Context: an optimization exercise on an open-source flow, tuned for small area, a short achievable clock period and few clock cycles. The choices shown serve that exercise and are no tape-out recipe.
The RTL was checked by simulation tests, not by an equivalence proof against the original design.
Power and IR drop assume default switching activity.

## flow/design.v

```verilog
module pect_asin (
  input  wire [8:0]  k,
  output reg  [14:0] t,
  output reg  [10:0] d
);
  always @* begin
    case (k)
      9'd0: begin t = 15'd0; d = 11'd57; end
      9'd1: begin t = 15'd57; d = 11'd57; end
      9'd2: begin t = 15'd114; d = 11'd57; end
      9'd3: begin t = 15'd171; d = 11'd58; end
      9'd4: begin t = 15'd229; d = 11'd57; end
      9'd5: begin t = 15'd286; d = 11'd57; end
      9'd6: begin t = 15'd343; d = 11'd58; end
      9'd7: begin t = 15'd401; d = 11'd57; end
      9'd8: begin t = 15'd458; d = 11'd57; end
      9'd9: begin t = 15'd515; d = 11'd58; end
      9'd10: begin t = 15'd573; d = 11'd57; end
      9'd11: begin t = 15'd630; d = 11'd57; end
      9'd12: begin t = 15'd687; d = 11'd58; end
      9'd13: begin t = 15'd745; d = 11'd57; end
      9'd14: begin t = 15'd802; d = 11'd57; end
      9'd15: begin t = 15'd859; d = 11'd58; end
      9'd16: begin t = 15'd917; d = 11'd57; end
      9'd17: begin t = 15'd974; d = 11'd58; end
      9'd18: begin t = 15'd1032; d = 11'd57; end
      9'd19: begin t = 15'd1089; d = 11'd58; end
      9'd20: begin t = 15'd1147; d = 11'd57; end
      9'd21: begin t = 15'd1204; d = 11'd58; end
      9'd22: begin t = 15'd1262; d = 11'd57; end
      9'd23: begin t = 15'd1319; d = 11'd58; end
      9'd24: begin t = 15'd1377; d = 11'd57; end
      9'd25: begin t = 15'd1434; d = 11'd58; end
      9'd26: begin t = 15'd1492; d = 11'd57; end
      9'd27: begin t = 15'd1549; d = 11'd58; end
      9'd28: begin t = 15'd1607; d = 11'd58; end
      9'd29: begin t = 15'd1665; d = 11'd57; end
      9'd30: begin t = 15'd1722; d = 11'd58; end
      9'd31: begin t = 15'd1780; d = 11'd58; end
      9'd32: begin t = 15'd1838; d = 11'd58; end
      9'd33: begin t = 15'd1896; d = 11'd57; end
      9'd34: begin t = 15'd1953; d = 11'd58; end
      9'd35: begin t = 15'd2011; d = 11'd58; end
      9'd36: begin t = 15'd2069; d = 11'd58; end
      9'd37: begin t = 15'd2127; d = 11'd58; end
      9'd38: begin t = 15'd2185; d = 11'd58; end
      9'd39: begin t = 15'd2243; d = 11'd58; end
      9'd40: begin t = 15'd2301; d = 11'd58; end
      9'd41: begin t = 15'd2359; d = 11'd58; end
      9'd42: begin t = 15'd2417; d = 11'd58; end
      9'd43: begin t = 15'd2475; d = 11'd58; end
      9'd44: begin t = 15'd2533; d = 11'd58; end
      9'd45: begin t = 15'd2591; d = 11'd58; end
      9'd46: begin t = 15'd2649; d = 11'd59; end
      9'd47: begin t = 15'd2708; d = 11'd58; end
      9'd48: begin t = 15'd2766; d = 11'd58; end
      9'd49: begin t = 15'd2824; d = 11'd59; end
      9'd50: begin t = 15'd2883; d = 11'd58; end
      9'd51: begin t = 15'd2941; d = 11'd59; end
      9'd52: begin t = 15'd3000; d = 11'd58; end
      9'd53: begin t = 15'd3058; d = 11'd59; end
      9'd54: begin t = 15'd3117; d = 11'd59; end
      9'd55: begin t = 15'd3176; d = 11'd58; end
      9'd56: begin t = 15'd3234; d = 11'd59; end
      9'd57: begin t = 15'd3293; d = 11'd59; end
      9'd58: begin t = 15'd3352; d = 11'd59; end
      9'd59: begin t = 15'd3411; d = 11'd59; end
      9'd60: begin t = 15'd3470; d = 11'd58; end
      9'd61: begin t = 15'd3528; d = 11'd60; end
      9'd62: begin t = 15'd3588; d = 11'd59; end
      9'd63: begin t = 15'd3647; d = 11'd59; end
      9'd64: begin t = 15'd3706; d = 11'd59; end
      9'd65: begin t = 15'd3765; d = 11'd59; end
      9'd66: begin t = 15'd3824; d = 11'd60; end
      9'd67: begin t = 15'd3884; d = 11'd59; end
      9'd68: begin t = 15'd3943; d = 11'd59; end
      9'd69: begin t = 15'd4002; d = 11'd60; end
      9'd70: begin t = 15'd4062; d = 11'd60; end
      9'd71: begin t = 15'd4122; d = 11'd59; end
      9'd72: begin t = 15'd4181; d = 11'd60; end
      9'd73: begin t = 15'd4241; d = 11'd60; end
      9'd74: begin t = 15'd4301; d = 11'd60; end
      9'd75: begin t = 15'd4361; d = 11'd60; end
      9'd76: begin t = 15'd4421; d = 11'd60; end
      9'd77: begin t = 15'd4481; d = 11'd60; end
      9'd78: begin t = 15'd4541; d = 11'd60; end
      9'd79: begin t = 15'd4601; d = 11'd60; end
      9'd80: begin t = 15'd4661; d = 11'd61; end
      9'd81: begin t = 15'd4722; d = 11'd60; end
      9'd82: begin t = 15'd4782; d = 11'd61; end
      9'd83: begin t = 15'd4843; d = 11'd60; end
      9'd84: begin t = 15'd4903; d = 11'd61; end
      9'd85: begin t = 15'd4964; d = 11'd61; end
      9'd86: begin t = 15'd5025; d = 11'd61; end
      9'd87: begin t = 15'd5086; d = 11'd61; end
      9'd88: begin t = 15'd5147; d = 11'd61; end
      9'd89: begin t = 15'd5208; d = 11'd61; end
      9'd90: begin t = 15'd5269; d = 11'd61; end
      9'd91: begin t = 15'd5330; d = 11'd61; end
      9'd92: begin t = 15'd5391; d = 11'd62; end
      9'd93: begin t = 15'd5453; d = 11'd61; end
      9'd94: begin t = 15'd5514; d = 11'd62; end
      9'd95: begin t = 15'd5576; d = 11'd62; end
      9'd96: begin t = 15'd5638; d = 11'd62; end
      9'd97: begin t = 15'd5700; d = 11'd62; end
      9'd98: begin t = 15'd5762; d = 11'd62; end
      9'd99: begin t = 15'd5824; d = 11'd62; end
      9'd100: begin t = 15'd5886; d = 11'd62; end
      9'd101: begin t = 15'd5948; d = 11'd63; end
      9'd102: begin t = 15'd6011; d = 11'd62; end
      9'd103: begin t = 15'd6073; d = 11'd63; end
      9'd104: begin t = 15'd6136; d = 11'd62; end
      9'd105: begin t = 15'd6198; d = 11'd63; end
      9'd106: begin t = 15'd6261; d = 11'd63; end
      9'd107: begin t = 15'd6324; d = 11'd63; end
      9'd108: begin t = 15'd6387; d = 11'd64; end
      9'd109: begin t = 15'd6451; d = 11'd63; end
      9'd110: begin t = 15'd6514; d = 11'd64; end
      9'd111: begin t = 15'd6578; d = 11'd63; end
      9'd112: begin t = 15'd6641; d = 11'd64; end
      9'd113: begin t = 15'd6705; d = 11'd64; end
      9'd114: begin t = 15'd6769; d = 11'd64; end
      9'd115: begin t = 15'd6833; d = 11'd64; end
      9'd116: begin t = 15'd6897; d = 11'd65; end
      9'd117: begin t = 15'd6962; d = 11'd64; end
      9'd118: begin t = 15'd7026; d = 11'd65; end
      9'd119: begin t = 15'd7091; d = 11'd65; end
      9'd120: begin t = 15'd7156; d = 11'd64; end
      9'd121: begin t = 15'd7220; d = 11'd66; end
      9'd122: begin t = 15'd7286; d = 11'd65; end
      9'd123: begin t = 15'd7351; d = 11'd65; end
      9'd124: begin t = 15'd7416; d = 11'd66; end
      9'd125: begin t = 15'd7482; d = 11'd66; end
      9'd126: begin t = 15'd7548; d = 11'd65; end
      9'd127: begin t = 15'd7613; d = 11'd67; end
      9'd128: begin t = 15'd7680; d = 11'd66; end
      9'd129: begin t = 15'd7746; d = 11'd66; end
      9'd130: begin t = 15'd7812; d = 11'd67; end
      9'd131: begin t = 15'd7879; d = 11'd67; end
      9'd132: begin t = 15'd7946; d = 11'd67; end
      9'd133: begin t = 15'd8013; d = 11'd67; end
      9'd134: begin t = 15'd8080; d = 11'd67; end
      9'd135: begin t = 15'd8147; d = 11'd68; end
      9'd136: begin t = 15'd8215; d = 11'd67; end
      9'd137: begin t = 15'd8282; d = 11'd68; end
      9'd138: begin t = 15'd8350; d = 11'd68; end
      9'd139: begin t = 15'd8418; d = 11'd69; end
      9'd140: begin t = 15'd8487; d = 11'd68; end
      9'd141: begin t = 15'd8555; d = 11'd69; end
      9'd142: begin t = 15'd8624; d = 11'd69; end
      9'd143: begin t = 15'd8693; d = 11'd69; end
      9'd144: begin t = 15'd8762; d = 11'd70; end
      9'd145: begin t = 15'd8832; d = 11'd69; end
      9'd146: begin t = 15'd8901; d = 11'd70; end
      9'd147: begin t = 15'd8971; d = 11'd70; end
      9'd148: begin t = 15'd9041; d = 11'd70; end
      9'd149: begin t = 15'd9111; d = 11'd71; end
      9'd150: begin t = 15'd9182; d = 11'd71; end
      9'd151: begin t = 15'd9253; d = 11'd71; end
      9'd152: begin t = 15'd9324; d = 11'd71; end
      9'd153: begin t = 15'd9395; d = 11'd72; end
      9'd154: begin t = 15'd9467; d = 11'd72; end
      9'd155: begin t = 15'd9539; d = 11'd72; end
      9'd156: begin t = 15'd9611; d = 11'd72; end
      9'd157: begin t = 15'd9683; d = 11'd73; end
      9'd158: begin t = 15'd9756; d = 11'd73; end
      9'd159: begin t = 15'd9829; d = 11'd73; end
      9'd160: begin t = 15'd9902; d = 11'd74; end
      9'd161: begin t = 15'd9976; d = 11'd74; end
      9'd162: begin t = 15'd10050; d = 11'd74; end
      9'd163: begin t = 15'd10124; d = 11'd74; end
      9'd164: begin t = 15'd10198; d = 11'd75; end
      9'd165: begin t = 15'd10273; d = 11'd75; end
      9'd166: begin t = 15'd10348; d = 11'd75; end
      9'd167: begin t = 15'd10423; d = 11'd76; end
      9'd168: begin t = 15'd10499; d = 11'd76; end
      9'd169: begin t = 15'd10575; d = 11'd77; end
      9'd170: begin t = 15'd10652; d = 11'd77; end
      9'd171: begin t = 15'd10729; d = 11'd77; end
      9'd172: begin t = 15'd10806; d = 11'd77; end
      9'd173: begin t = 15'd10883; d = 11'd78; end
      9'd174: begin t = 15'd10961; d = 11'd79; end
      9'd175: begin t = 15'd11040; d = 11'd78; end
      9'd176: begin t = 15'd11118; d = 11'd79; end
      9'd177: begin t = 15'd11197; d = 11'd80; end
      9'd178: begin t = 15'd11277; d = 11'd80; end
      9'd179: begin t = 15'd11357; d = 11'd80; end
      9'd180: begin t = 15'd11437; d = 11'd81; end
      9'd181: begin t = 15'd11518; d = 11'd81; end
      9'd182: begin t = 15'd11599; d = 11'd82; end
      9'd183: begin t = 15'd11681; d = 11'd82; end
      9'd184: begin t = 15'd11763; d = 11'd83; end
      9'd185: begin t = 15'd11846; d = 11'd83; end
      9'd186: begin t = 15'd11929; d = 11'd83; end
      9'd187: begin t = 15'd12012; d = 11'd85; end
      9'd188: begin t = 15'd12097; d = 11'd84; end
      9'd189: begin t = 15'd12181; d = 11'd86; end
      9'd190: begin t = 15'd12267; d = 11'd85; end
      9'd191: begin t = 15'd12352; d = 11'd87; end
      9'd192: begin t = 15'd12439; d = 11'd87; end
      9'd193: begin t = 15'd12526; d = 11'd87; end
      9'd194: begin t = 15'd12613; d = 11'd88; end
      9'd195: begin t = 15'd12701; d = 11'd89; end
      9'd196: begin t = 15'd12790; d = 11'd89; end
      9'd197: begin t = 15'd12879; d = 11'd90; end
      9'd198: begin t = 15'd12969; d = 11'd91; end
      9'd199: begin t = 15'd13060; d = 11'd92; end
      9'd200: begin t = 15'd13152; d = 11'd92; end
      9'd201: begin t = 15'd13244; d = 11'd93; end
      9'd202: begin t = 15'd13337; d = 11'd93; end
      9'd203: begin t = 15'd13430; d = 11'd95; end
      9'd204: begin t = 15'd13525; d = 11'd95; end
      9'd205: begin t = 15'd13620; d = 11'd96; end
      9'd206: begin t = 15'd13716; d = 11'd97; end
      9'd207: begin t = 15'd13813; d = 11'd98; end
      9'd208: begin t = 15'd13911; d = 11'd99; end
      9'd209: begin t = 15'd14010; d = 11'd99; end
      9'd210: begin t = 15'd14109; d = 11'd101; end
      9'd211: begin t = 15'd14210; d = 11'd102; end
      9'd212: begin t = 15'd14312; d = 11'd102; end
      9'd213: begin t = 15'd14414; d = 11'd104; end
      9'd214: begin t = 15'd14518; d = 11'd105; end
      9'd215: begin t = 15'd14623; d = 11'd106; end
      9'd216: begin t = 15'd14729; d = 11'd108; end
      9'd217: begin t = 15'd14837; d = 11'd108; end
      9'd218: begin t = 15'd14945; d = 11'd110; end
      9'd219: begin t = 15'd15055; d = 11'd112; end
      9'd220: begin t = 15'd15167; d = 11'd112; end
      9'd221: begin t = 15'd15279; d = 11'd115; end
      9'd222: begin t = 15'd15394; d = 11'd116; end
      9'd223: begin t = 15'd15510; d = 11'd117; end
      9'd224: begin t = 15'd15627; d = 11'd119; end
      9'd225: begin t = 15'd15746; d = 11'd121; end
      9'd226: begin t = 15'd15867; d = 11'd123; end
      9'd227: begin t = 15'd15990; d = 11'd125; end
      9'd228: begin t = 15'd16115; d = 11'd127; end
      9'd229: begin t = 15'd16242; d = 11'd130; end
      9'd230: begin t = 15'd16372; d = 11'd131; end
      9'd231: begin t = 15'd16503; d = 11'd134; end
      9'd232: begin t = 15'd16637; d = 11'd137; end
      9'd233: begin t = 15'd16774; d = 11'd140; end
      9'd234: begin t = 15'd16914; d = 11'd143; end
      9'd235: begin t = 15'd17057; d = 11'd146; end
      9'd236: begin t = 15'd17203; d = 11'd150; end
      9'd237: begin t = 15'd17353; d = 11'd153; end
      9'd238: begin t = 15'd17506; d = 11'd158; end
      9'd239: begin t = 15'd17664; d = 11'd162; end
      9'd240: begin t = 15'd17826; d = 11'd168; end
      9'd241: begin t = 15'd17994; d = 11'd172; end
      9'd242: begin t = 15'd18166; d = 11'd179; end
      9'd243: begin t = 15'd18345; d = 11'd186; end
      9'd244: begin t = 15'd18531; d = 11'd193; end
      9'd245: begin t = 15'd18724; d = 11'd202; end
      9'd246: begin t = 15'd18926; d = 11'd213; end
      9'd247: begin t = 15'd19139; d = 11'd224; end
      9'd248: begin t = 15'd19363; d = 11'd239; end
      9'd249: begin t = 15'd19602; d = 11'd256; end
      9'd250: begin t = 15'd19858; d = 11'd278; end
      9'd251: begin t = 15'd20136; d = 11'd307; end
      9'd252: begin t = 15'd20443; d = 11'd349; end
      9'd253: begin t = 15'd20792; d = 11'd413; end
      9'd254: begin t = 15'd21205; d = 11'd538; end
      9'd255: begin t = 15'd21743; d = 11'd1297; end
      9'd256: begin t = 15'd23040; d = 11'd0; end
      default: begin t = 15'd23040; d = 11'd0; end
    endcase
  end
endmodule
module pect_conv (
  input  wire               clk,
  input  wire               rst,
  input  wire [1:0]         start,
  input  wire [15:0]        h0,
  input  wire [16:0]        n0,
  input  wire [15:0]        off0,
  input  wire [15:0]        sc0,
  input  wire [15:0]        h1,
  input  wire [16:0]        n1,
  input  wire [15:0]        off1,
  input  wire [15:0]        sc1,
  output wire [1:0]         busy,
  output wire [1:0]         res_we,
  output reg  [1:0]         res_ref,
  output reg  [1:0]         res_clamp,
  output reg  [15:0]        res_ang0,
  output reg  [15:0]        res_ang1
);
  wire        bz0, bz1;
  wire [3:0]  ph0, ph1;
  wire [16:0] nn0, nn1;
  wire [49:0] acc0, acc1;
  wire [15:0] dq0, dq1;
  wire        neg0, neg1, ovf0, ovf1, q160, q161, ws0, ws1;
  assign busy = {bz1, bz0};
  reg  [2:0] mo0, mo1;
  wire need_m0 = |mo0;
  wire need_m1 = |mo1;
  reg  need_t0, need_t1, need_i0, need_i1;
  wire gm = !need_m0;                   
  wire gt = !need_t0;                   
  wire gi = !need_i0;                   
  wire run0 = bz0;
  wire run1 = bz1 && !(need_m1 && need_m0) && !(need_t1 && need_t0) && !(need_i1 && need_i0);
  function [2:0] mo_next;
    input       st, rn;
    input [3:0] p;
    input [2:0] cur;
    begin
      if (st)
        mo_next = 3'b001;
      else if (rn)
        mo_next = (p == 4'd2) ? 3'b010 : (p == 4'd3) ? 3'b100 : 3'b000;
      else
        mo_next = cur;
    end
  endfunction
  always @(posedge clk) begin
    if (rst) begin
      mo0 <= 3'b000;
      mo1 <= 3'b000;
      need_t0 <= 1'b0;
      need_t1 <= 1'b0;
      need_i0 <= 1'b0;
      need_i1 <= 1'b0;
    end else begin
      mo0 <= mo_next(start[0], run0, ph0, mo0);
      mo1 <= mo_next(start[1], run1, ph1, mo1);
      need_t0 <= !start[0] && (run0 ? ph0 == 4'd7 : need_t0);
      need_t1 <= !start[1] && (run1 ? ph1 == 4'd7 : need_t1);
      need_i0 <= !start[0] && (run0 ? ph0 == 4'd9 : need_i0);
      need_i1 <= !start[1] && (run1 ? ph1 == 4'd9 : need_i1);
    end
  end
  wire [2:0]  mop  = gm ? mo1 : mo0;
  wire [16:0] mnn  = gm ? nn1 : nn0;
  wire [49:0] macc = gm ? acc1 : acc0;
  wire [15:0] moff = gm ? off1 : off0;
  wire [15:0] msc  = gm ? sc1 : sc0;
  reg  [16:0] ma;
  reg  [15:0] mb;
  always @* begin
    if (mop[0]) begin           
      ma = mnn;
      mb = moff;
    end else if (mop[1]) begin  
      ma = macc[33:17];
      mb = msc;
    end else begin              
      ma = macc[16:0];
      mb = msc;
    end
  end
  wire [24:0] mpl = ma * mb[7:0];
  wire [24:0] mph = ma * mb[15:8];
  reg  [24:0] rpl, rph;
  reg  [2:0]  rop;
  reg         rctx;
  always @(posedge clk) begin
    if (rst)
      rop <= 3'b000;
    else
      rop <= (need_m0 || need_m1) ? mop : 3'b000;
    rpl  <= mpl;
    rph  <= mph;
    rctx <= gm;
  end
  wire [15:0] mh2   = rctx ? h1 : h0;
  wire [15:0] msc2  = rctx ? sc1 : sc0;
  wire        mws2  = rctx ? ws1 : ws0;
  wire [49:0] macc2 = rctx ? acc1 : acc0;
  wire [49:0] madd  = rop[0] ? -{18'd0, mh2, 16'd0} :
                      rop[2] ? {macc2[49:17], 17'd0} : 50'd0;
  wire [49:0] mout  = {25'd0, rpl} + {17'd0, rph, 8'd0} + madd +
                      {34'd0, (rop[2] && mws2) ? msc2 : 16'd0};
  wire        wsgn  = mout[34];                     
  wire [33:0] wv    = mout[33:0] ^ {34{wsgn}};
  wire [1:0]  m2w   = rop[0] ? {rctx, !rctx} : 2'b00;
  wire [1:0]  m2t   = rop[1] ? {rctx, !rctx} : 2'b00;
  wire [1:0]  m2p   = rop[2] ? {rctx, !rctx} : 2'b00;
  wire [15:0] tdq  = gt ? dq1 : dq0;        
  wire        tbig = gt ? ovf1 : ovf0;      
  wire        tk16 = gt ? q161 : q160;      
  wire [8:0]  tk   = tk16 ? 9'd256 : {1'b0, tdq[7:0]};
  wire        tneg = gt ? neg1 : neg0;
  wire [14:0] tt;
  wire [10:0] td;
  pect_asin u_asin (.k(tk), .t(tt), .d(td));
  wire [15:0] tts  = tneg ? -{1'b0, tt} : {1'b0, tt};
  wire [11:0] tds  = tneg ? -{1'b0, td} : {1'b0, td};
  wire [49:0] tab  = {tbig, tneg, 4'd0, tts, tds, 16'd0};
  wire [49:0] iacc = gi ? acc1 : acc0;
  wire [15:0] idq  = gi ? dq1 : dq0;        
  wire signed [24:0] iz = $signed({iacc[43:28], 8'd0}) + $signed(iacc[27:16]) * $signed({1'b0, idq[7:0]}) +
                          $signed({17'd0, {8{iacc[48]}}});
  wire [15:0] ang  = iz[23:8];
  wire        iclamp = iacc[49];
  wire fref0, fok0, fref1, fok1;
  pect_ctx u_c0 (
    .clk(clk), .rst(rst), .start(start[0]), .run(run0), .n(n0),
    .m2w(m2w[0]), .m2t(m2t[0]), .m2p(m2p[0]), .mout(mout), .wv(wv), .wsgn(wsgn), .ws(ws0),
    .tab(tab), .bz(bz0), .ph(ph0), .nn(nn0), .acc(acc0), .dq(dq0),
    .neg(neg0), .ovf(ovf0), .q16(q160), .fin_ref(fref0), .fin_ok(fok0));
  pect_ctx u_c1 (
    .clk(clk), .rst(rst), .start(start[1]), .run(run1), .n(n1),
    .m2w(m2w[1]), .m2t(m2t[1]), .m2p(m2p[1]), .mout(mout), .wv(wv), .wsgn(wsgn), .ws(ws1),
    .tab(tab), .bz(bz1), .ph(ph1), .nn(nn1), .acc(acc1), .dq(dq1),
    .neg(neg1), .ovf(ovf1), .q16(q161), .fin_ref(fref1), .fin_ok(fok1));
  assign res_we = {fref1 || fok1, fref0 || fok0};
  always @(posedge clk) begin
    if (rst) begin
      res_ref   <= 2'b11;
      res_clamp <= 2'b00;
      res_ang0  <= 16'd0;
      res_ang1  <= 16'd0;
    end else begin
      if (res_we[0])
        res_ref[0] <= fref0;
      if (fok0) begin
        res_clamp[0] <= iclamp;
        res_ang0     <= ang;
      end
      if (res_we[1])
        res_ref[1] <= fref1;
      if (fok1) begin
        res_clamp[1] <= iclamp;
        res_ang1     <= ang;
      end
    end
  end
endmodule
module pect_ctx (
  input  wire        clk,
  input  wire        rst,
  input  wire        start,
  input  wire        run,
  input  wire [16:0] n,         
  input  wire        m2w,       
  input  wire        m2t,       
  input  wire        m2p,
  input  wire [49:0] mout,
  input  wire [33:0] wv,
  input  wire        wsgn,
  input  wire [49:0] tab,
  output reg         bz,
  output reg  [3:0]  ph,
  output wire [16:0] nn,
  output reg  [49:0] acc,
  output reg  [15:0] dq,
  output reg         neg,
  output reg         ws,        
  output reg         ovf,       
  output reg         q16,       
  output wire        fin_ref,
  output wire        fin_ok
);
  reg  [16:0] rem;
  reg  [18:0] n3;
  assign nn      = n;
  assign fin_ref = run && !start && ph == 4'd1 && nn == 17'd0;
  assign fin_ok  = run && !start && ph == 4'd10;
  function [18:0] dig;      
    input [16:0] r;
    input [1:0]  b;
    input [16:0] n;
    input [18:0] n3v;
    reg   [18:0] x;
    reg   [19:0] s1, s2, s3;
    begin
      x  = {r, b};
      s1 = {1'b0, x} - {3'b0, n};
      s2 = {1'b0, x} - {2'b0, n, 1'b0};
      s3 = {1'b0, x} - {1'b0, n3v};
      if (!s3[19])      dig = {2'd3, s3[16:0]};
      else if (!s2[19]) dig = {2'd2, s2[16:0]};
      else if (!s1[19]) dig = {2'd1, s1[16:0]};
      else              dig = {2'd0, x[16:0]};
    end
  endfunction
  wire [25:0] r0    = acc[49:24];
  wire        ge    = r0 >= {9'd0, nn};
  wire [25:0] rd    = r0 - {9'd0, nn};
  wire        gt_   = (rd[25:1] != 25'd0) || ({rd[0], acc[23:8]} >= nn);
  wire [18:0] g1    = dig(rem, dq[15:14], nn, n3);
  wire [18:0] g2    = dig(g1[16:0], dq[13:12], nn, n3);
  always @(posedge clk) begin
    if (rst) begin
      bz  <= 1'b0;
      ph  <= 4'd0;
      acc <= 50'd0;
      rem <= 17'd0;
      dq  <= 16'd0;
      n3  <= 19'd0;
      neg <= 1'b0;
      ws  <= 1'b0;
      ovf <= 1'b0;
      q16 <= 1'b0;
    end else begin
      if (m2w) begin
        acc[33:0] <= wv;
        ws        <= wsgn;
        neg       <= !wsgn;
      end
      if (m2t)
        acc[49:17] <= mout[32:0];
      if (m2p) begin
        acc <= mout;
        rem <= mout[40:24];
        dq  <= mout[23:8];
      end
      if (start) begin
        bz <= 1'b1;
        ph <= 4'd1;
      end else if (run) begin
        ph <= ph + 4'd1;
        case (ph)
          4'd1: begin
            n3 <= {2'b0, nn} + {1'b0, nn, 1'b0};
            if (nn == 17'd0)
              bz <= 1'b0;
          end
          4'd6, 4'd7, 4'd8, 4'd9: begin
            if (ph == 4'd6) begin
              q16 <= ge;
              ovf <= ge && gt_;
            end
            rem <= g2[16:0];
            dq  <= {dq[11:0], g1[18:17], g2[18:17]};
            if (ph == 4'd8)
              acc <= tab;
          end
          4'd10: bz <= 1'b0;
          default: ;
        endcase
      end
    end
  end
endmodule
module pect_channel (
  input  wire               clk,
  input  wire               rst,
  input  wire               edge_valid,
  input  wire               edge_rise,
  input  wire [15:0]        edge_ts,
  input  wire               tick,
  input  wire               res_new,
  input  wire               res_ref,
  input  wire               res_clamp,
  input  wire [15:0]        res_ang,
  input  wire               mean_we,
  input  wire [15:0]        mean_in,
  input  wire               cal_we,
  input  wire [31:0]        cal_wdata,
  input  wire               diag_clr,
  input  wire               conv_ex,      
  input  wire               push_ex,      
  input  wire               push_imm,     
  input  wire               push_ang,     
  input  wire               split_ex,     
  input  wire               split_imm,    
  input  wire [15:0]        imm,
  input  wire               xs_imm,       
  input  wire               xs_ang,       
  input  wire               xs_sum,       
  output wire               chg,
  output wire               settled,
  output reg                ang_eq_pv,
  output reg                mdirty,
  output reg  [18:0]        sum,
  output reg                st_state,
  output reg                st_primed,
  output reg                st_valid,
  output reg  [15:0]        rise_ts,
  output reg  [15:0]        fall_ts,
  output reg  [15:0]        dur_high,
  output reg  [15:0]        dur_low,
  output reg  [16:0]        nsum,         
  output reg  [15:0]        cal_off,
  output reg  [15:0]        cal_scale,
  output reg  [15:0]        angle,
  output reg  [15:0]        div0_cnt,
  output reg  [15:0]        clamp_cnt,
  output reg  [2:0]         wptr,
  output reg  [15:0]        win0,
  output reg  [15:0]        win1,
  output reg  [15:0]        win2,
  output reg  [15:0]        win3,
  output reg  [15:0]        win4,
  output reg  [15:0]        mean,
  output reg  [8:0]         ht,
  output reg  [6:0]         pwm_cnt,
  output reg                pwm_out
);
  reg  [18:0] s2;
  reg         unset;
  reg  [2:0]  xs_r;
  wire cap_rise = edge_valid && edge_rise && !st_state;
  wire [15:0] dh_d   = fall_ts - rise_ts;
  wire [15:0] nlo_d  = edge_ts - rise_ts;
  wire cap_fall = edge_valid && !edge_rise && st_state;
  assign chg     = (cap_rise && st_primed) || cal_we;
  assign settled = !unset && ({xs_imm, xs_ang, xs_sum} == xs_r);
  wire [15:0] pv = res_ref ? angle : res_ang;
  reg  [15:0] wsel;
  always @* begin
    case (wptr)
      3'd0: wsel = win0;
      3'd1: wsel = win1;
      3'd2: wsel = win2;
      3'd3: wsel = win3;
      default: wsel = win4;
    endcase
  end
  wire [15:0] xv   = xs_imm ? imm : xs_ang ? angle : xs_sum ? wsel : pv;
  wire [18:0] s2_d = sum - {{3{wsel[15]}}, wsel} + {{3{xv[15]}}, xv};
  wire [18:0] fx   = s2;
  wire [10:0] fw   = fx[18:8] + 11'd640 + (fx[18] ? {10'd2, fx[7:0] != 8'd0} : 11'd0);
  wire [21:0] fq   = fw * 11'd1639 + 22'd3555328;
  wire [8:0]  ht_s = fq[21:13];
  wire [7:0]  dq   = imm[15:8] + {7'd0, imm[15] && (imm[7:0] != 8'd0)};
  wire [8:0]  ht_i = {dq[7], dq} + 9'd50;
  wire [15:0] pval = push_imm ? imm : (push_ang ? angle : pv);
  wire [6:0]  n    = pwm_cnt + 7'd1;
  wire        n_le = $signed({2'b00, n}) <= $signed(ht);
  wire        n_ge = n >= 7'd100;
  always @(posedge clk) begin
    if (rst) begin
      st_state   <= 1'b0;
      st_primed  <= 1'b0;
      st_valid   <= 1'b0;
      rise_ts    <= 16'd0;
      fall_ts    <= 16'd0;
      dur_high   <= 16'd0;
      dur_low    <= 16'd0;
      nsum       <= 17'd0;
      cal_off    <= 16'h8000;
      cal_scale  <= 16'h0800;
      angle      <= 16'd0;
      div0_cnt   <= 16'd0;
      clamp_cnt  <= 16'd0;
      wptr       <= 3'd0;
      win0       <= 16'd0;
      win1       <= 16'd0;
      win2       <= 16'd0;
      win3       <= 16'd0;
      win4       <= 16'd0;
      mean       <= 16'd0;
      ht         <= 9'd50;
      pwm_cnt    <= 7'd0;
      pwm_out    <= 1'b0;
      sum        <= 19'd0;
      s2         <= 19'd0;
      unset      <= 1'b0;
      xs_r       <= 3'b000;
      mdirty     <= 1'b0;
      ang_eq_pv  <= 1'b1;
    end else begin
      if (cap_rise) begin
        if (st_primed) begin
          dur_high <= dh_d;
          dur_low  <= edge_ts - fall_ts;
          nsum     <= {nlo_d < dh_d, nlo_d};
          st_valid <= 1'b1;
        end
        rise_ts   <= edge_ts;
        st_primed <= 1'b1;
        st_state  <= 1'b1;
      end else if (cap_fall) begin
        fall_ts  <= edge_ts;
        st_state <= 1'b0;
      end
      if (cal_we) begin
        cal_scale <= cal_wdata[31:16];
        cal_off   <= cal_wdata[15:0];
      end
      if (conv_ex && !res_ref)
        angle <= res_ang;
      if (diag_clr) begin
        div0_cnt  <= 16'd0;
        clamp_cnt <= 16'd0;
      end else if (conv_ex) begin
        if (res_ref && div0_cnt != 16'hFFFF)
          div0_cnt <= div0_cnt + 16'd1;
        if (!res_ref && res_clamp && clamp_cnt != 16'hFFFF)
          clamp_cnt <= clamp_cnt + 16'd1;
      end
      if (conv_ex)
        ang_eq_pv <= 1'b1;
      else if (res_new)
        ang_eq_pv <= 1'b0;
      if (push_ex) begin
        case (wptr)
          3'd0: win0 <= pval;
          3'd1: win1 <= pval;
          3'd2: win2 <= pval;
          3'd3: win3 <= pval;
          default: win4 <= pval;
        endcase
        wptr <= (wptr == 3'd4) ? 3'd0 : wptr + 3'd1;
        sum  <= s2;
      end
      s2    <= s2_d;
      xs_r  <= {xs_imm, xs_ang, xs_sum};
      unset <= push_ex || res_new;
      if (push_ex)
        mdirty <= 1'b1;
      else if (mean_we)
        mdirty <= 1'b0;
      if (mean_we)
        mean <= mean_in;
      if (split_ex)
        ht <= split_imm ? ht_i : ht_s;
      if (tick) begin
        if (n_le)
          pwm_out <= 1'b1;
        else if (!n_ge)
          pwm_out <= 1'b0;
        pwm_cnt <= n_ge ? 7'd0 : n;
      end
    end
  end
endmodule
module pect (
  input  wire        clk,
  input  wire        rst,
  input  wire [1:0]  edge_valid,
  input  wire [1:0]  edge_rise,
  input  wire [15:0] edge_ts0,
  input  wire [15:0] edge_ts1,
  input  wire        tick,
  input  wire        host_valid,
  input  wire        host_write,
  input  wire [8:0]  host_addr,
  input  wire [31:0] host_wdata,
  output wire        host_ready,
  output reg         host_done,
  output reg  [31:0] host_rdata,
  output wire [1:0]  arm_pol,
  output wire [1:0]  pwm_out
);
  localparam S_IDLE = 2'd0, S_EXEC = 2'd1, S_RDW = 2'd2;
  reg  [1:0]  state;
  reg         xcnt;         
  reg         illegal;
  reg         op_rch;       
  reg  [15:0] op_imm;       
  reg         op_ch;
  wire        acc      = host_valid && host_ready;
  wire [6:0]  widx     = host_addr[8:2];
  wire        a_ch0    = (widx[6:5] == 2'b01);
  wire        a_ch1    = (widx[6:5] == 2'b10);
  wire [4:0]  roff     = widx[4:0];
  function [7:0] dec;        
    input [31:0] w;
    reg r0, i0, ch;
    reg [3:0] op;
    begin
      op = w[31:28]; ch = w[27];
      r0 = (w[26:16] == 11'd0); i0 = (w[15:0] == 16'd0);
      dec[6] = op == 4'h0 && !ch && i0;
      dec[5] = op == 4'h3 && i0;
      dec[4] = op == 4'h9 && i0;
      dec[3] = op == 4'h4 && i0;
      dec[2] = op == 4'h5;
      dec[1] = op == 4'h6 && i0;
      dec[0] = op == 4'h7;
      dec[7] = r0 && (dec[6:0] != 7'd0);
    end
  endfunction
  wire [7:0]  fd       = dec(host_wdata);
  wire        f_ch     = host_wdata[27];
  wire        f_cmd    = acc && host_write && (widx == 7'd0) && fd[7];
  reg  [7:0]  sd;                    
  wire        s_ch     = op_ch;
  wire        s_on     = (state == S_EXEC);
  wire        s_cmd    = s_on;
  wire        ch_state  [0:1];
  wire        ch_primed [0:1];
  wire        ch_valid  [0:1];
  wire [15:0] ch_rise   [0:1];
  wire [15:0] ch_fall   [0:1];
  wire [15:0] ch_dh     [0:1];
  wire [15:0] ch_dl     [0:1];
  wire [16:0] ch_n      [0:1];
  wire [15:0] ch_off    [0:1];
  wire [15:0] ch_sc     [0:1];
  wire [15:0] ch_angle  [0:1];
  wire [15:0] ch_div0   [0:1];
  wire [15:0] ch_clamp  [0:1];
  wire [2:0]  ch_wptr   [0:1];
  wire [15:0] ch_win0   [0:1];
  wire [15:0] ch_win1   [0:1];
  wire [15:0] ch_win2   [0:1];
  wire [15:0] ch_win3   [0:1];
  wire [15:0] ch_win4   [0:1];
  wire [15:0] ch_mean   [0:1];
  wire [8:0]  ch_ht     [0:1];
  wire [6:0]  ch_cnt    [0:1];
  wire        ch_pwm    [0:1];
  wire        ch_chg    [0:1];
  wire        ch_settled[0:1];
  wire        ch_aeq    [0:1];
  wire [1:0]  cv_busy, cv_we, cv_ref, cv_clamp;
  wire [15:0] cv_ang0, cv_ang1;
  wire        rdy0  = !cv_busy[0];
  wire        rdy1  = !cv_busy[1];
  pect_conv u_conv (
    .clk       (clk),
    .rst       (rst),
    .start     ({ch_chg[1], ch_chg[0]}),
    .h0        (ch_dh[0]),
    .n0        (ch_n[0]),
    .off0      (ch_off[0]),
    .sc0       (ch_sc[0]),
    .h1        (ch_dh[1]),
    .n1        (ch_n[1]),
    .off1      (ch_off[1]),
    .sc1       (ch_sc[1]),
    .busy      (cv_busy),
    .res_we    (cv_we),
    .res_ref   (cv_ref),
    .res_clamp (cv_clamp),
    .res_ang0  (cv_ang0),
    .res_ang1  (cv_ang1)
  );
  wire        ch_md  [0:1];
  wire [18:0] ch_sum [0:1];
  wire        msel  = !ch_md[0];
  wire [18:0] msum  = ch_sum[msel];
  wire [36:0] mprod = msum[17:0] * 19'd52429 + {msum[18] ? 15'd13108 : 15'd0, 18'd0};
  wire [15:0] mq    = mprod[33:18];
  wire        rdy   [0:1];
  assign rdy[0] = rdy0;
  assign rdy[1] = rdy1;
  wire        f_ok  = fd[6] ||
                      (fd[5] && rdy[f_ch]) ||
                      (fd[4] && rdy[f_ch] && ch_settled[f_ch]) ||
                      (fd[3] && ch_aeq[f_ch] && ch_settled[f_ch]);
  wire        f_go  = f_cmd && f_ok;
  wire        s_ok  = !sd[7] || sd[6] || sd[0] ||
                      (sd[1] && xcnt && ch_settled[s_ch]) ||
                      (sd[5] && rdy[s_ch]) ||
                      (sd[4] && rdy[s_ch] && ch_settled[s_ch]) ||
                      ((sd[3] || sd[2]) && xcnt && ch_settled[s_ch]);
  wire        s_go  = s_cmd && s_ok;
  wire        s_fin = s_on && s_ok;
  wire        w_acc = acc && host_write;
  genvar c;
  generate
    for (c = 0; c < 2; c = c + 1) begin : g_ch
      wire f_here = f_go && (f_ch == c);
      wire s_here = s_go && sd[7] && (s_ch == c);
      wire w_reg  = w_acc && (c == 0 ? a_ch0 : a_ch1);
      pect_channel u_ch (
        .clk          (clk),
        .rst          (rst),
        .edge_valid   (edge_valid[c]),
        .edge_rise    (edge_rise[c]),
        .edge_ts      (c == 0 ? edge_ts0 : edge_ts1),
        .tick         (tick),
        .res_new      (cv_we[c]),
        .res_ref      (cv_ref[c]),
        .res_clamp    (cv_clamp[c]),
        .res_ang      (c == 0 ? cv_ang0 : cv_ang1),
        .mean_we      (ch_md[c] && (msel == c)),
        .mean_in      (mq),
        .cal_we       (w_reg && roff == 5'd6),
        .cal_wdata    (host_wdata),
        .diag_clr     (w_reg && roff == 5'd15),
        .conv_ex      ((f_here && (fd[5] || fd[4])) || (s_here && (sd[5] || sd[4]))),
        .push_ex      ((f_here && (fd[4] || fd[3])) || (s_here && (sd[4] || sd[3] || sd[2]))),
        .push_imm     (s_on && sd[2]),
        .push_ang     (s_on && sd[3]),
        .split_ex     ((f_here && fd[4]) || (s_here && (sd[4] || sd[1] || sd[0]))),
        .split_imm    (s_on && sd[0]),
        .imm          (op_imm),
        .xs_imm       (s_cmd && sd[2] && (s_ch == c)),
        .xs_ang       (s_cmd && sd[3] && (s_ch == c)),
        .xs_sum       (s_cmd && sd[1] && (s_ch == c)),
        .chg          (ch_chg[c]),
        .settled      (ch_settled[c]),
        .ang_eq_pv    (ch_aeq[c]),
        .mdirty       (ch_md[c]),
        .sum          (ch_sum[c]),
        .st_state     (ch_state[c]),
        .st_primed    (ch_primed[c]),
        .st_valid     (ch_valid[c]),
        .rise_ts      (ch_rise[c]),
        .fall_ts      (ch_fall[c]),
        .dur_high     (ch_dh[c]),
        .dur_low      (ch_dl[c]),
        .nsum         (ch_n[c]),
        .cal_off      (ch_off[c]),
        .cal_scale    (ch_sc[c]),
        .angle        (ch_angle[c]),
        .div0_cnt     (ch_div0[c]),
        .clamp_cnt    (ch_clamp[c]),
        .wptr         (ch_wptr[c]),
        .win0         (ch_win0[c]),
        .win1         (ch_win1[c]),
        .win2         (ch_win2[c]),
        .win3         (ch_win3[c]),
        .win4         (ch_win4[c]),
        .mean         (ch_mean[c]),
        .ht           (ch_ht[c]),
        .pwm_cnt      (ch_cnt[c]),
        .pwm_out      (ch_pwm[c])
      );
      assign arm_pol[c] = ch_state[c];
      assign pwm_out[c] = ch_pwm[c];
    end
  endgenerate
  wire [31:0] rv [0:35];             
  wire [35:0] hit;
  genvar k;
  generate
    for (c = 0; c < 2; c = c + 1) begin : g_rv
      wire [8:0] lt9 = 9'd100 - ch_ht[c];
      assign rv[c*18+0]  = {29'd0, ch_valid[c], ch_primed[c], ch_state[c]};
      assign rv[c*18+1]  = {16'd0, ch_rise[c]};
      assign rv[c*18+2]  = {16'd0, ch_fall[c]};
      assign rv[c*18+3]  = {ch_dh[c], ch_dl[c]};
      assign rv[c*18+4]  = {16'd0, ch_dh[c]};
      assign rv[c*18+5]  = {16'd0, ch_dl[c]};
      assign rv[c*18+6]  = {ch_sc[c], ch_off[c]};
      assign rv[c*18+7]  = {{16{ch_angle[c][15]}}, ch_angle[c]};
      assign rv[c*18+8]  = {{16{ch_mean[c][15]}}, ch_mean[c]};
      assign rv[c*18+9]  = {29'd0, ch_wptr[c]};
      assign rv[c*18+10] = {{16{ch_win0[c][15]}}, ch_win0[c]};
      assign rv[c*18+11] = {{16{ch_win1[c][15]}}, ch_win1[c]};
      assign rv[c*18+12] = {{16{ch_win2[c][15]}}, ch_win2[c]};
      assign rv[c*18+13] = {{16{ch_win3[c][15]}}, ch_win3[c]};
      assign rv[c*18+14] = {{16{ch_win4[c][15]}}, ch_win4[c]};
      assign rv[c*18+15] = {ch_clamp[c], ch_div0[c]};
      assign rv[c*18+16] = {{7{ch_ht[c][8]}}, ch_ht[c], {7{lt9[8]}}, lt9};
      assign rv[c*18+17] = {23'd0, ch_pwm[c], 1'b0, ch_cnt[c]};
      for (k = 0; k < 18; k = k + 1) begin : g_hit
        assign hit[c*18+k] = (widx == 7'd32 + 7'd32 * c + k);
      end
    end
  endgenerate
  reg [31:0] rd;
  integer j;
  always @* begin
    rd = {31'd0, (widx == 7'd1) && illegal};
    for (j = 0; j < 36; j = j + 1)
      rd = rd | (rv[j] & {32{hit[j]}});
  end
  assign host_ready = (state == S_IDLE);
  wire   rd_wait    = !host_write && (a_ch0 || a_ch1) && (roff == 5'd8) && ch_md[a_ch1];
  always @(posedge clk) begin
    if (rst) begin
      state      <= S_IDLE;
      xcnt       <= 1'b0;
      illegal    <= 1'b0;
      op_rch     <= 1'b0;
      op_imm     <= 16'd0;
      op_ch      <= 1'b0;
      sd         <= 8'd0;
      host_done  <= 1'b0;
      host_rdata <= 32'd0;
    end else begin
      host_done <= 1'b0;
      if (s_cmd && !sd[7])
        illegal <= 1'b1;
      else if (w_acc && widx == 7'd1 && host_wdata[0])
        illegal <= 1'b0;
      if (state == S_IDLE) begin
        xcnt <= 1'b0;
        if (acc) begin
          host_rdata <= rd;
          op_rch     <= a_ch1;
          op_imm     <= host_wdata[15:0];
          op_ch      <= host_wdata[27];
          sd         <= fd;
          if (rd_wait)
            state <= S_RDW;
          else if (!host_write || widx != 7'd0 || f_go)
            host_done <= 1'b1;
          else
            state <= S_EXEC;
        end
      end else if (state == S_RDW) begin
        if (!ch_md[op_rch]) begin
          host_rdata <= {{16{ch_mean[op_rch][15]}}, ch_mean[op_rch]};
          host_done  <= 1'b1;
          state      <= S_IDLE;
        end
      end else begin
        xcnt <= 1'b1;
        if (s_fin) begin
          host_done <= 1'b1;
          state     <= S_IDLE;
        end
      end
    end
  end
endmodule
```

## flow/run.sh

```bash
#!/bin/bash
# synth_recipe.tcl (not shown) runs the flow's synth.tcl, then flattens the netlist and writes it again
# the make line also repeats each setting of config.mk as NAME=value (left out here)
make -C /OpenROAD-flow-scripts/flow DESIGN_CONFIG=/design/flow/config.mk WORK_HOME=/design/flow/orfs CLKGATE_MAP_FILE= SYNTH_SCRIPT=/design/flow/synth_recipe.tcl finish
```

## flow/config.mk

```make
export PLATFORM = sky130hd
export DESIGN_NAME = pect
export DESIGN_NICKNAME = pect
export VERILOG_FILES = /design/flow/design.v
export SDC_FILE = /design/flow/constraint.sdc
export NUM_CORES = 4
export LEC_CHECK = 0
export ABC_CLOCK_PERIOD_IN_PS = 3500
export CAP_MARGIN = 30
export CORE_MARGIN = 2
export CORE_UTILIZATION = 40
export SLEW_MARGIN = 30
export SYNTH_MEMORY_MAX_BITS = 16384
```

## flow/constraint.sdc

```tcl
create_clock -name core_clock -period 18.0 [get_ports {clk}]
set_input_delay 3.6000 -clock core_clock [delete_from_list [all_inputs] [get_ports {clk}]]
set_output_delay 3.6000 -clock core_clock [all_outputs]
set_load 0.01 [all_outputs]
```

==> results of run 1 <==
## per-layer routing
| layer | wire length, um | GRT usage [%] | vias up |
|---|---|---|---|
| met5 | 281 | 0 | - |
| li1 | - | - | 46070 |
| met2 | 193300 | 51.40 | 5441 |
| met1 | 180200 | 43.49 | 48230 |
| met4 | 38880 | 23.53 | 40 |
| met3 | 50490 | 9.287 | 1487 |
## how the worst max path moves through the flow
stage	startpoint	endpoint	slack (ns)	depth (start not counted)
after global routing	u_conv.mo0[1]$_SDFFE_PP0P_	u_conv.rpl[23]$_DFF_P_	9.24	28
after CTS	u_conv.mo0[1]$_SDFFE_PP0P_	u_conv.rpl[23]$_DFF_P_	9.65	28
after floorplan	u_conv.rctx$_DFF_P_	u_conv.u_c1.acc[9]$_SDFF_PP0_	10.76	29
after detailed placement	host_wdata[0]	g_ch[0].u_ch.win4[8]$_SDFFE_PP0P_	9.53	14
final	u_conv.mo0[1]$_SDFFE_PP0P_	u_conv.rpl[23]$_DFF_P_	9.59	28
after global placement	host_wdata[12]	g_ch[0].u_ch.win3[13]$_SDFFE_PP0P_	9.47	14
## placed cells by master, fill, tap and decap left out, types with 216 or more instances in the layout
cell type / netlist / final
xnor2_1: 348 / 338
dfxtp_1: 1033 / 1028
buf_4: 22 / 309
xor2_1: 226 / 218
a211oi_1: 217 / 217
nor2_1: 1146 / 1129
a21oi_1: 1026 / 1024
fa_1: 509 / 509
ha_1: 1095 / 1095
o21ai_0: 644 / 628
nand3_1: 349 / 348
inv_1: 1112 / 1111
nor3_1: 223 / 216
nand2_1: 1713 / 1708
mux2i_1: 259 / 255
## power breakdown
part | internal, mW | total (mW) | leakage [nW] | switching, mW
combinational | 0.381 | 1.04 | 37.3 | 0.658
sequential | 2.31 | 2.35 | 8.34 | 0.0470
clock | 1.60 | 2.78 | 2.11 | 1.17
## cells by family (layout without fill, tap and decap cells)
logic type	count (synthesis)	count (layout)
buffers and inverters	1803	1768
AO/OA/AOI/OAI	3509	3509
multiplexers	337	337
other	0	16
XOR/XNOR	575	575
flip-flops	1033	1033
adder cells (fa/ha/maj)	1604	1604
AND/OR/NAND/NOR	4289	4289
## worst max-delay path, delay by kind of cell (launching register included)
family	cells	cell delay [ns]
AOI/OAI and AO/OA	12	3.51
adders and majority gates	5	2.22
buffers and inverters	5	1.06
and+or+nand+nor	5	0.93
DFF	1	0.31
muxes	1	0.26
## final cells by class
type | instances | area, um^2 | area share [%]
tap | 3366 | 4212 | 3.754
inverter | 1117 | 4200 | 3.744
sequential | 1033 | 20690 | 18.44
clock inverter | 55 | 907.1 | 0.8086
multi-input combinational | 10310 | 75150 | 66.99
antenna | 16 | 40.04 | 0.03569
timing repair buffer | 430 | 3531 | 3.147
clock buffer | 166 | 3456 | 3.080
## metrics by stage
stage                     util [%]  area, um^2  total power [mW]
after floorplan                  -      102300             3.063
after global placement       42.33      107600             3.407
after detailed placement     42.39      107700             3.410
after CTS                    44.11      112100             6.148
after global routing         44.13      112200             6.341
final                        44.14      112200             6.168
## sequential cells by signal, summed over array words and instances, names as in the netlist, 34 cells and up
name	count
g_ch.u_ch.nsum	34
g_ch.u_ch.s2	38
u_conv.u_c0.acc	50
u_conv.u_c1.acc	50
g_ch.u_ch.sum	38
==> results.yml, run 1 <==
run_status:
  status: "complete, no violations"
clocking:
  worstSkewPairLatency_ns: 0.84
  cts_tree: "built"
  cts.sinks: 1033
  cts-resized-gates: 0
  cts.reportedPaths.clkPinSlew_ns: 0.06
  cts_root_buf: "clkbuf_16"
  holdBufCountCts: 0
  cts_buffer_depth: 3
  htree_levels: 3
  post_cts.repair.setup_buffers: 0
  cts_buffers: 120
synthesis:
  yosys.cell_count.top_type: "nand2_1"
  async_flop_share_pct: 0
  synth_fp_nets: 14840
  ys.flop_type: "dfxtp_1"
  synthXorXnorAreaFrac_pct: 4.930
  synth_area_leaders: "dfxtp_1, ha_1, fa_1"
  post-synth-top-area-cell: "dfxtp_1"
  synth_area_per_cell_um2: 7.780
  synth_top_family_by_area: "adder cells"
  synthAdderAreaFrac_pct: 23.35
  synthSimpleGateAreaFrac_pct: 18.82
  synthMuxAreaShare_pct: 3.403
  synth_top_area_share_pct: 20.21
  syn_area_mm2: 0.1023
  syn_inst: 13150
  synthTopCellsByCount: "nand2_1, nor2_1, inv_1, ha_1, dfxtp_1"
  synth-edff-count: 0
  ys_ff_latch: 1033
  seq_area_frac_synth_pct: 20.21
  yosysWarnings: 5
  synth_cell_types: 112
  synth_compound_area_share_pct: 22.41
setup_path:
  critPathLaunchType: "flip-flop"
  regToRegSetupSlack_ns: 9.59
  cp_max_fo: 39
  cp_data_required_time_ns: 18.75
  r2r_end: "u_conv.rpl[23]$_DFF_P_"
  r2r_start: "u_conv.mo0[1]$_SDFFE_PP0P_"
  path_class: "reg -> reg"
  worstSetupEndpointType: "flip-flop"
  arrival_ns: 9.16
  worstRegToRegCells: 28
  slowest_stage: "a21oi_1"
  cp_slowest_stage_delay_ns: 0.71
global_route:
  grt.total_usage_pct: 34.55
  grt_pass1_vias: 94340
  overflow: 0
  antenna_found_initial: 45
  grt_pass1_wl_mm: 660.9
  grt_max_degree: 179
floorplan:
  row_count: 185
  die_w_um: 509.8
  dieHeight_um: 509.8
  core_area_mm2: 0.2542
  io_pins: 120
  die_area_mm2: 0.2598
  start_util_pct: 40.26
detailed_routing:
  drc_errors: 0
  first_iter_violations: 13240
  final_antenna_net_count: 0
  via_per_inst: 6.139
  drt-wirelength-per-cell_um: 28.08
  wl_mm: 463.2
  drt-pass1-iter-count: 9
  vias: 101300
timing:
  report.final.slew_viol_count: 0
  worst_pin_slew_ns: 1.170
  finalHoldViolCount: 0
  fin_crit_sh_pct: 46.73
  rsz0062_at_grt: "false"
  max_freq_mhz: 118.9
  fin_tns_setup_ns: 0
  hold_slack_ns: 0.4516
  finalWorstPathRequiredPeriod_ns: 8.412
  maxSlewHeadroom_pct: 21.40
  setup_slack_ns: 9.588
  skew_ns: 0.04512
  setup_viol: 0
power:
  leakagePower_nw: 47.73
  power.density_mw_per_mm2: 54.98
  irDropWorstVdd_v: 0.00009017
cells_and_area:
  fin_cells: 16500
  nets: 14700
  fill_cells: 25900
  drive_above_1_share_pct: 6.176
  syn2layout_area_growth_pct: 9.650
placed_design:
  placed_cells: 16260
  io_buffer_count: 117
  hpwl_mm: 362.5
  place.gp.congestion: 1.069
  post-place-ws_ns: 9.528
worst_hold_path:
  worstHoldPathCells: 2
  min_to: "g_ch[1].u_ch.dur_low[9]$_SDFFE_PP0P_"
  hp-class: "reg -> reg"
  hold_start: "g_ch[1].u_ch.dur_low[9]$_SDFFE_PP0P_"
run:
  maxCapViolations: 0
Testbench counts, summed over its fixed seeds: cycles 12,124.
==> run 2: changes to the inputs <==
--- a/flow/design.v
+++ b/flow/design.v
@@ -567,2 +567,3 @@
   output reg                mdirty,
+  output reg                pushed,       
   output reg  [18:0]        sum,
@@ -654,2 +655,3 @@
       mdirty     <= 1'b0;
+      pushed     <= 1'b0;
       ang_eq_pv  <= 1'b1;
@@ -703,2 +705,3 @@
       unset <= push_ex || res_new;
+      pushed <= push_ex;
       if (push_ex)
@@ -801,2 +804,3 @@
   wire        ch_aeq    [0:1];
+  wire        ch_pushed [0:1];
   wire [1:0]  cv_busy, cv_we, cv_ref, cv_clamp;
@@ -834,2 +838,3 @@
   wire        f_ok  = fd[6] ||
+                      (fd[1] && ch_pushed[f_ch]) ||
                       (fd[5] && rdy[f_ch]) ||
@@ -872,3 +877,3 @@
         .push_ang     (s_on && sd[3]),
-        .split_ex     ((f_here && fd[4]) || (s_here && (sd[4] || sd[1] || sd[0]))),
+        .split_ex     ((f_here && (fd[4] || fd[1])) || (s_here && (sd[4] || sd[1] || sd[0]))),
         .split_imm    (s_on && sd[0]),
@@ -882,2 +887,3 @@
         .mdirty       (ch_md[c]),
+        .pushed       (ch_pushed[c]),
         .sum          (ch_sum[c]),
==> results.yml, run 2 <==
run_status:
  status: "complete, no violations"
detailed_routing:
  drc_errors: 0
  wl_mm: 489.3
  final_antenna_net_count: 0
  drt-wirelength-per-cell_um: 29.25
  drt-pass1-iter-count: 9
  first_iter_violations: 13470
  via_per_inst: 6.203
  vias: 103800
cells_and_area:
  multiInputGateArea_mm2: 0.07655
  layout_commonest_cell: "nand2_1"
  fill_cells: 26320
  postLayoutCellArea_mm2: 0.1136
  top_regs: "u_conv.u_c0.acc: 50 flops, u_conv.u_c1.acc: 50 flops"
  regArea_mm2: 0.02071
  drive_above_1_share_pct: 6.337
  syn2layout_area_growth_pct: 9.836
  nets: 14900
  layout_common_cells: "nand2_1, nor2_1, ha_1, inv_1, dfxtp_1"
  utilization_pct: 44.22
placed_design:
  place_area_mm2: 0.1091
  io_buffer_count: 117
  place.gp.congestion: 1.067
  hpwl_mm: 381.3
worst_hold_path:
  hold_start: "u_conv.u_c0.n3[12]$_SDFFE_PP0P_"
  worstHoldPathCells: 2
  min_to: "u_conv.u_c0.n3[12]$_SDFFE_PP0P_"
  hp-class: "reg -> reg"
clocking:
  post_cts.repair.setup_buffers: 0
  cts_buffer_depth: 3
  cts_buffers: 121
  cts.sinks: 1034
  cts_root_buf: "clkbuf_16"
  htree_levels: 3
  worstSkewPairLatency_ns: 0.88
  cts-resized-gates: 0
  cts_tree: "built"
  holdBufCountCts: 0
  cts.reportedPaths.clkPinSlew_ns: 0.08
timing:
  setup_viol: 0
  hold_slack_ns: 0.4537
  fin_tns_setup_ns: 0
  worst_pin_slew_ns: 1.194
  rsz0062_at_grt: "false"
  fin_crit_sh_pct: 45.61
  finalHoldViolCount: 0
  skew_ns: 0.08867
  maxSlewHeadroom_pct: 19.84
  report.final.slew_viol_count: 0
  finalWorstPathRequiredPeriod_ns: 8.210
  max_freq_mhz: 121.8
synthesis:
  post-synth-top-area-cell: "dfxtp_1"
  syn_inst: 13340
  synthTopCellsByCount: "nand2_1, nor2_1, ha_1, inv_1, a21oi_1"
  synth-edff-count: 0
  synth_fp_nets: 15020
  async_flop_share_pct: 0
  ys.flop_type: "dfxtp_1"
  seq_area_frac_synth_pct: 20.01
  synthMuxAreaShare_pct: 2.967
  synthAdderAreaFrac_pct: 23.10
  synth_top_family_by_area: "adder cells"
  syn_area_mm2: 0.1034
  synth_area_leaders: "dfxtp_1, ha_1, fa_1"
  ys_ff_latch: 1034
  yosysWarnings: 5
  synthXorXnorAreaFrac_pct: 5.114
  synth_top_area_share_pct: 20.01
  synth_area_per_cell_um2: 7.755
  synth_compound_area_share_pct: 22.78
  synthSimpleGateAreaFrac_pct: 19.39
  synth_cell_types: 115
  yosys.cell_count.top_type: "nand2_1"
floorplan:
  start_util_pct: 40.26
  core_area_mm2: 0.2569
  dieHeight_um: 512.5
  die_w_um: 512.5
  row_count: 186
  io_pins: 120
  die_area_mm2: 0.2627
setup_path:
  critPathLaunchType: "flip-flop"
  worstSetupEndpointType: "flip-flop"
  worstRegToRegCells: 26
  cp_data_required_time_ns: 18.68
  path_class: "reg -> reg"
  r2r_end: "u_conv.rpl[23]$_DFF_P_"
  r2r_start: "u_conv.mo0[1]$_SDFFE_PP0P_"
  arrival_ns: 8.89
  regToRegSetupSlack_ns: 9.79
  cp_max_fo: 39
global_route:
  grt.total_usage_pct: 36.08
  grt_max_degree: 110
  overflow: 0
  antenna_found_initial: 64
  grt_pass1_wl_mm: 695.4
  grt_pass1_vias: 95520
run:
  maxCapViolations: 0
power:
  power.density_mw_per_mm2: 53.92
  irDropWorstVdd_v: 0.00009102
  leakagePower_nw: 47.36
run 2: layout make-up:
| class | instances | share of cell area, % |
|---|---|---|
| clock buffers | 165 | 3.022 |
| diodes | 26 | 0.05727 |
| clock inverters | 61 | 0.7588 |
| repair buffers | 440 | 3.186 |
| inverters | 1102 | 3.643 |
| multi-input cells | 10520 | 67.38 |
| well taps | 3384 | 3.727 |
| flip-flops and latches | 1034 | 18.23 |
run 2: logic make-up (layout without fill, tap and decap cells):
kind of cell,after synthesis,after routing
compound gates,3622,3622
xor+xnor,604,604
fa+ha+maj,1604,1604
buf+inv,1787,1768
flops,1034,1034
mux,297,297
other cells,0,26
simple gates,4390,4390
run 2: critical path, stage by stage (launching register included):
cell and delay [ns]:
dfxtp_1 0.35, buf_4 0.38, nor3_2 0.09, buf_4 0.27
a21oi_2 0.18, buf_4 0.32, mux2i_1 0.28, a211oi_1 0.13
a21oi_1 0.58, o21a_1 0.39, nor2_1 0.11, fa_1 0.55
inv_1 0.06, fa_1 0.56, fa_1 0.44, fa_1 0.50
inv_1 0.05, ha_1 0.34, a21o_1 0.20, a31oi_1 0.14
a21boi_0 0.51, o21ai_0 0.31, or4_1 0.52, and3_1 0.20
nor2_1 0.16, a2111oi_0 0.12, a211o_1 0.24
run 2: per-layer routing:
layer,track usage (%),wire [um]
met4,24.62,40370
met2,52.43,200400
met5,0,184
met1,46.78,194600
met3,9.083,53720
run 2: how the worst max path moves through the flow:
stage	startpoint	to	slack, ns
6_report	u_conv.mo0[1]$_SDFFE_PP0P_	u_conv.rpl[23]$_DFF_P_	9.79
5_1_grt	u_conv.mo0[1]$_SDFFE_PP0P_	u_conv.rpl[24]$_DFF_P_	9.37
4_1_cts	u_conv.mo0[1]$_SDFFE_PP0P_	u_conv.rpl[23]$_DFF_P_	9.89
3_5_place_dp	host_valid	g_ch[1].u_ch.unset$_SDFF_PP0_	9.48
3_3_place_gp	host_valid	u_conv.u_c1.acc[41]$_SDFF_PP0_	9.50
2_1_floorplan	u_conv.rctx$_DFF_P_	u_conv.u_c0.acc[33]$_SDFF_PP0_	10.06
run 2: power breakdown:
| group | internal, mW | switching, mW |
|---|---|---|
| sequential | 2.31 | 0.0532 |
| combinational | 0.381 | 0.655 |
| clock | 1.54 | 1.19 |
| total | 4.23 | 1.90 |
run 2: metrics by stage:
stage               setup WS (ns)  power, mW  instances
floorplan                   10.06      3.065      13340
global placement            9.497      3.412      16470
detailed placement          9.475      3.412      16470
CTS                         9.886      6.097      16700
global route                9.374      6.291      16720
finish                      9.790      6.126      16730
Testbench counts of run 2, summed over its fixed seeds: cycles 11,978.
==> run 3: changes to the inputs <==
--- a/flow/design.v
+++ b/flow/design.v
@@ -738,3 +738,3 @@
   output reg         host_done,
-  output reg  [31:0] host_rdata,
+  output wire [31:0] host_rdata,
   output wire [1:0]  arm_pol,
@@ -742,3 +742,3 @@
 );
-  localparam S_IDLE = 2'd0, S_EXEC = 2'd1, S_RDW = 2'd2;
+  localparam S_IDLE = 2'd0, S_EXEC = 2'd1;
   reg  [1:0]  state;
@@ -746,3 +746,3 @@
   reg         illegal;
-  reg         op_rch;       
+  reg  [6:0]  rd_widx;      
   reg  [15:0] op_imm;       
@@ -942,3 +942,3 @@
       for (k = 0; k < 18; k = k + 1) begin : g_hit
-        assign hit[c*18+k] = (widx == 7'd32 + 7'd32 * c + k);
+        assign hit[c*18+k] = (rd_widx == 7'd32 + 7'd32 * c + k);
       end
@@ -949,3 +949,3 @@
   always @* begin
-    rd = {31'd0, (widx == 7'd1) && illegal};
+    rd = {31'd0, (rd_widx == 7'd1) && illegal};
     for (j = 0; j < 36; j = j + 1)
@@ -954,3 +954,3 @@
   assign host_ready = (state == S_IDLE);
-  wire   rd_wait    = !host_write && (a_ch0 || a_ch1) && (roff == 5'd8) && ch_md[a_ch1];
+  assign host_rdata = rd;
   always @(posedge clk) begin
@@ -960,3 +960,3 @@
       illegal    <= 1'b0;
-      op_rch     <= 1'b0;
+      rd_widx    <= 7'd0;
       op_imm     <= 16'd0;
@@ -965,3 +965,2 @@
       host_done  <= 1'b0;
-      host_rdata <= 32'd0;
     end else begin
@@ -975,4 +974,4 @@
         if (acc) begin
-          host_rdata <= rd;
-          op_rch     <= a_ch1;
+          if (!host_write)
+            rd_widx  <= widx;
           op_imm     <= host_wdata[15:0];
@@ -980,5 +979,3 @@
           sd         <= fd;
-          if (rd_wait)
-            state <= S_RDW;
-          else if (!host_write || widx != 7'd0 || f_go)
+          if (!host_write || widx != 7'd0 || f_go)
             host_done <= 1'b1;
@@ -987,8 +984,2 @@
         end
-      end else if (state == S_RDW) begin
-        if (!ch_md[op_rch]) begin
-          host_rdata <= {{16{ch_mean[op_rch][15]}}, ch_mean[op_rch]};
-          host_done  <= 1'b1;
-          state      <= S_IDLE;
-        end
       end else begin
==> results.yml, run 3 <==
synthesis:
  post-synth-top-area-cell: "dfxtp_1"
  synthTopCellsByCount: "nand2_1, nor2_1, a21oi_1, ha_1, inv_1"
  synth_top_area_share_pct: 19.81
  syn_area_mm2: 0.1018
  synth_area_leaders: "dfxtp_1, ha_1, fa_1"
  seq_area_frac_synth_pct: 19.81
  async_flop_share_pct: 0
  yosys.cell_count.top_type: "nand2_1"
  ys_ff_latch: 1007
  synth_fp_nets: 14850
  ys.flop_type: "dfxtp_1"
  synth-edff-count: 0
  synth_area_per_cell_um2: 7.732
  yosysWarnings: 5
  synth_cell_types: 111
  syn_inst: 13160
power:
  power.total_mw: 5.990
  power.density_mw_per_mm2: 53.58
  leakagePower_nw: 47.05
  irDropWorstVdd_v: 0.00007329
placed_design:
  io_buffer_count: 117
  hpwl_mm: 352.5
  place.gp.congestion: 1.094
  place_area_mm2: 0.1074
global_route:
  overflow: 0
  grt.total_usage_pct: 34.05
  antenna_found_initial: 36
  grt_pass1_wl_mm: 653.1
  grt_max_degree: 191
  grt_pass1_vias: 93220
clocking:
  cts_buffer_depth: 3
  cts.sinks: 1007
  cts_tree: "built"
  worstSkewPairLatency_ns: 0.86
  holdBufCountCts: 0
  post_cts.repair.setup_buffers: 0
  cts_root_buf: "clkbuf_16"
  cts_buffers: 121
  htree_levels: 3
  cts.reportedPaths.clkPinSlew_ns: 0.06
  cts-resized-gates: 0
floorplan:
  die_w_um: 508.4
  core_area_mm2: 0.2535
  die_area_mm2: 0.2584
  dieHeight_um: 508.4
  row_count: 185
  io_pins: 120
  start_util_pct: 40.15
worst_hold_path:
  hp-class: "reg -> reg"
  hold_start: "u_conv.u_c0.n3[12]$_SDFFE_PP0P_"
detailed_routing:
  first_iter_violations: 13750
  final_antenna_net_count: 0
  via_per_inst: 6.158
  vias: 101800
  drt-pass1-iter-count: 8
  drt-wirelength-per-cell_um: 27.56
  drc_errors: 0
  wl_mm: 455.6
setup_path:
  critPathLaunchType: "flip-flop"
  crit_buf_inv: 4
  regToRegSetupSlack_ns: 9.75
  cp_cell_sequence: "nand2b_1 -> nor2_1 -> buf_4 -> a22o_1 -> a221o_1 -> a221oi_1 -> nand4_1 -> buf_4 -> a221oi_1 -> buf_2 -> nand3_1 -> clkdlybuf4s50_1"
  path_class: "reg -> out"
  cp_max_fo: 16
  setup.worst_path.start: "rd_widx[0]$_SDFFE_PP0P_"
  crit_family: "buffers and inverters"
  cp_data_required_time_ns: 14.40
  arrival_ns: 5.32
  slowest_stage: "dfxtp_1"
  worstSetupEndpointType: "primary output"
  cp_slowest_stage_delay_ns: 0.69
  r2r_start: "g_ch[0].u_ch.nsum[2]$_SDFFE_PP0P_"
timing:
  finalWorstPathRequiredPeriod_ns: 8.920
  skew_ns: 0.07275
  fin_tns_setup_ns: 0
  finalHoldViolCount: 0
  rsz0062_at_grt: "false"
  report.final.slew_viol_count: 0
  max_freq_mhz: 112.1
  maxSlewHeadroom_pct: 22.52
  worst_pin_slew_ns: 1.162
  fin_crit_sh_pct: 49.55
  setup_viol: 0
cells_and_area:
  drive_above_1_share_pct: 6.217
  postLayoutCellArea_mm2: 0.1118
  layout_common_cells: "nand2_1, nor2_1, a21oi_1, ha_1, inv_1"
  utilization_pct: 44.10
  layout_commonest_cell: "nand2_1"
  nets: 14740
  top_regs: "u_conv.u_c0.acc: 50 flops, u_conv.u_c1.acc: 50 flops"
  syn2layout_area_growth_pct: 9.860
run_status:
  status: "complete, no violations"
run:
  maxCapViolations: 0
## run 3: cell types whose count changed in the layout (fill, tap and decap cells not counted), moves of 25 or more
cell and change:
a21o_1 +28, a21oi_1 +137, a31oi_1 +55, dfxtp_1 -27, mux2i_1 +26, nand2_1 +160, nand3_1 -58, nand3b_1 -32
nand4_1 -25, nor3_1 -34, o21ai_0 -173, o21ai_1 -25, xor2_1 -29
## run 3: cell type report
class | count | area, um^2
Antenna cell | 10 | 25.02
Clock buffer | 170 | 3463
Clock inverter | 56 | 815.8
Fill cell | 25970 | 141700
Inverter | 1082 | 4064
Multi-Input combinational cell | 10400 | 75410
Sequential cell | 1007 | 20170
Tap cell | 3366 | 4212
Timing Repair Buffer | 442 | 3623
## run 3: report_power, final
| group | total (mW) | internal [mW] | switching [mW] |
|---|---|---|---|
| combinational | 1.00 | 0.367 | 0.635 |
| clock | 2.70 | 1.55 | 1.15 |
| sequential | 2.28 | 2.25 | 0.0373 |
## run 3: cell families (layout without fill, tap and decap cells)
logic type	after synthesis	count (layout)	synth area share, %
flops	1007	1007	19.81
fa+ha+maj	1603	1603	23.47
compound gates	3507	3507	22.38
other cells	0	10	0
xor+xnor	595	595	5.148
buf+inv	1754	1750	6.620
mux	334	334	3.406
simple gates	4361	4361	19.17
## run 3: through the flow
stage	std cells	hold slack, ns	setup WS, ns
floorplan	13160	0.4303	11.02
global placement	16290	0.4397	9.331
detailed placement	16300	0.4437	9.326
CTS	16520	0.4521	9.318
global route	16520	0.4714	9.107
finish	16530	0.4493	9.080
## run 3: final timing paths
kind / endpoint / depth (start not counted)
setup / recovery: host_rdata[31] / 12
hold / removal: u_conv.u_c0.n3[12]$_SDFFE_PP0P_ / 2
setup reg to reg: u_conv.u_c0.rem[11]$_SDFF_PP0_ / 23
hold reg to reg: u_conv.u_c0.n3[12]$_SDFFE_PP0P_ / 2
## run 3: routing by layer
metal	GRT usage (%)	wire (um)	up-vias
met1	45.84	186600	48510
met5	0.1852	263	-
met3	10.54	57560	1340
li1	-	-	46050
met4	20.44	33100	30
met2	47.17	178000	5889
## run 3: worst reg2reg max path: stages, from the launching register on
cell      delay (ns)
dfxtp_1         0.90
inv_1           0.16
buf_4           0.27
ha_1            0.40
a211oi_1        0.14
o21a_1          0.24
o31ai_1         0.58
a31oi_1         0.28
o21bai_2        0.19
buf_4           0.34
o21ai_0         0.16
o21ai_0         0.48
ha_1            0.37
nor2b_1         0.14
o21ai_0         0.25
a21oi_1         0.18
o21ai_0         0.36
o21ai_0         0.21
o41ai_1         0.54
o31ai_1         0.23
a211oi_4        0.69
nor2_1          0.42
a221o_1         0.43
a211oi_1        0.19
Testbench counts of run 3, summed over its fixed seeds: cycles 11,978.

[port drivers added, routing unchanged]
In the flow no input, the clock included, has a driving cell. The finished layouts below were timed again as built, in two steps. Step 1 assumes that a clkbuf_16 drives the clock port and a buf_2 every other input. Step 2, shift: input delay + t, output delay - t, t = (earliest + latest rising clock arrival at the registers) / 2. This alone moves slack from input paths to output paths. Slacks: ideal ports / drivers / drivers and shift; pairs: ideal ports / drivers.
run	shift t [ns]	slack for setup (ns)
run 1	0.917	9.588 / 9.588 / 8.822
run 2	0.927	9.790 / 9.790 / 9.168
run 3	0.916	9.080 / 8.982 / 9.175
After both steps setup and hold are still met in every run listed.
